What follows belongs to an exercise in optimizing a design on an open flow for small area; a production flow would make more cautious choices.
Only simulation tests tie the RTL to the original design; equivalence was not proved.

Setup of v6:
Design pisb_sense, start of the top module:
module pisb_sense (
    input  wire        clk,
    input  wire        rst,
    input  wire        start,
    input  wire [11:0] raw,
    output wire        ready,
    output wire        done,
    output wire [31:0] v,
    output reg  [31:0] rawc,
    output reg  [31:0] filtc,
    output wire [31:0] filtf,
    output wire        led,
    output reg  [5:0]  cursor,
    output reg         filled
);
    localparam [27:0] Y_C    = 28'h0D33333 << 3;   
    localparam [27:0] Y_V0   = 28'h0A05BC0 << 3;   
    localparam [27:0] Y_V01  = 28'h0502DE0 << 3;   
    localparam [27:0] Y_V02  = 28'h02816F0 << 3;   
    localparam [27:0] Y_S    = 28'h089A027 << 3;   
    localparam [27:0] Y_5    = 28'h0A00000 << 3;   
    localparam [4:0] S_IDLE  = 5'd0,
                     S_WAITQ = 5'd1,
                     S_MUL0  = 5'd2,
                     S_MUL   = 5'd3,
                     S_NR    = 5'd4,
                     S_OVF   = 5'd5,
                     S_ALV   = 5'd6,
                     S_NEG   = 5'd7,
                     S_DIV   = 5'd8,
                     S_QLD   = 5'd9,
                     S_ADD0  = 5'd10,
                     S_ALN   = 5'd11,
                     S_STORE = 5'd12,
                     S_FC0   = 5'd13,
                     S_FC1   = 5'd14,
                     S_FCST  = 5'd15,
                     S_X90   = 5'd16,
                     S_DONE  = 5'd17,
                     S_PARK  = 5'd18,
                     S_VW    = 5'd19;
    localparam [2:0] G_V   = 3'd0,    
                     G_D   = 3'd1,    
                     G_Q   = 3'd2,    
                     G_S   = 3'd3,    
                     G_FC  = 3'd4,    
  ...
clock: 25.0 ns
lec_check: 0
cap_margin: 20
core_margin: 2
core_utilization: 70
cts_cluster_diameter: 80
cts_cluster_size: 22
slew_margin: 20
standard.sh (not shown) runs the stock make flow with config.mk's settings and CLKGATE_MAP_FILE= SYNTH_SCRIPT=/design/flow/synth_recipe.tcl, a recipe that flattens the netlist after the stock synthesis.
==> flow/flow/run.sh <==
#!/bin/bash
# Layout flow: the standard ORFS flow (standard.sh) with two changes.
#  1. Synthesis maps the logic with an area-oriented ABC script
#     (flow/abc_area.script).  ORFS's scripts folder is copied and only its
#     abc_speed.script is replaced; the yosys passes, the registers, the
#     flattening and renaming of synth_recipe.tcl stay as they are, and all
#     later steps run the same ORFS scripts.
#  2. Input and output ports are buffered with the smallest buffer cell
#     (sky130_fd_sc_hd__buf_1).
# The make output goes to layout.log; each ORFS step keeps its own log
# under orfs/logs/.
set -euo pipefail
cd "$(dirname "$0")/.."
WORK="$PWD"
rm -rf "$WORK/scripts_area"
cp -r "$FLOW_HOME/scripts" "$WORK/scripts_area"
cp "$WORK/flow/abc_area.script" "$WORK/scripts_area/abc_speed.script"
export BUFFER_PORTS_ARGS="-buffer_cell sky130_fd_sc_hd__buf_1"
bash standard.sh SCRIPTS_DIR="$WORK/scripts_area" "${1:-finish}" > layout.log 2>&1
==> flow/flow/abc_area.script <==
&get -n
&st
&dch
&nf -a -R 1000
&st
&syn2
&if -g -K 6
&synch2
&nf -a -R 1000
&st
&dch -f
&nf -a -R 1000
&st
&syn2
&dch -f
&nf -a -R 1000
&st
&dch -f
&nf -a -R 1000
&st
&syn4
&dch -f
&nf -a -R 1000
&st
&syn4
&dch -f
&nf -a -R 1000
&st
&syn4
&dch -f
&nf -a -R 1000
&put
In summary, v6 completed successfully, with a layout that passed the timing, DRC and antenna checks.
### v6 -> v7
==> flow/flow/run.sh <==
#!/bin/bash
# Layout flow: the standard ORFS flow (standard.sh) unchanged, except that
# the input and output ports are buffered with the smallest buffer cell
# (sky130_fd_sc_hd__buf_1) instead of the cell buffer_ports picks by default.
# The make output goes to standard_flow.log; each ORFS step keeps its own
# log under orfs/logs/.
set -euo pipefail
cd "$(dirname "$0")/.."
export BUFFER_PORTS_ARGS="-buffer_cell sky130_fd_sc_hd__buf_1"
bash standard.sh finish > standard_flow.log 2>&1
removed: flow/flow/abc_area.script
[summary]
v7 closes out successfully: all stages finished, all timing, DRC and antenna checks passed. Taking v6 as 1.0, v7 lands at 1.09 on full die area. Routed wire length went up by a few percent going from v6 to v7. Taking v6 as the reference point, the post-synthesis to final-layout area growth of v7 falls by 2.3 points.

[what the ideal ports hide]
How much do the figures lean on ideal ports? The routed layouts below were timed once more, with nothing changed but the port constraints.
Step 1, drivers: a clkbuf_16 drives clk and a buf_2 each remaining input, both assumed.
Step 2 moves the port delays by t, midway between the first and last clock arrival at a register: inputs arrive t later, outputs are due t later. That takes back most of the time a late clock gives input paths.
a / b / c = ideal ports / drivers / drivers and shift; a / b = the first two.
run | t, ns | setup slack, ns | clock arrival spread, ns | worst slew at a driven data input, ns | pins driven straight from the clock port
v6 | 0.619 | 13.382 / 13.382 / 13.382 | 0.029 / 0.029 | 0.04 | 1
v7 | 0.609 | 16.543 / 16.543 / 16.543 | 0.031 / 0.031 | 0.06 | 1
After both steps every run listed still meets setup and hold.
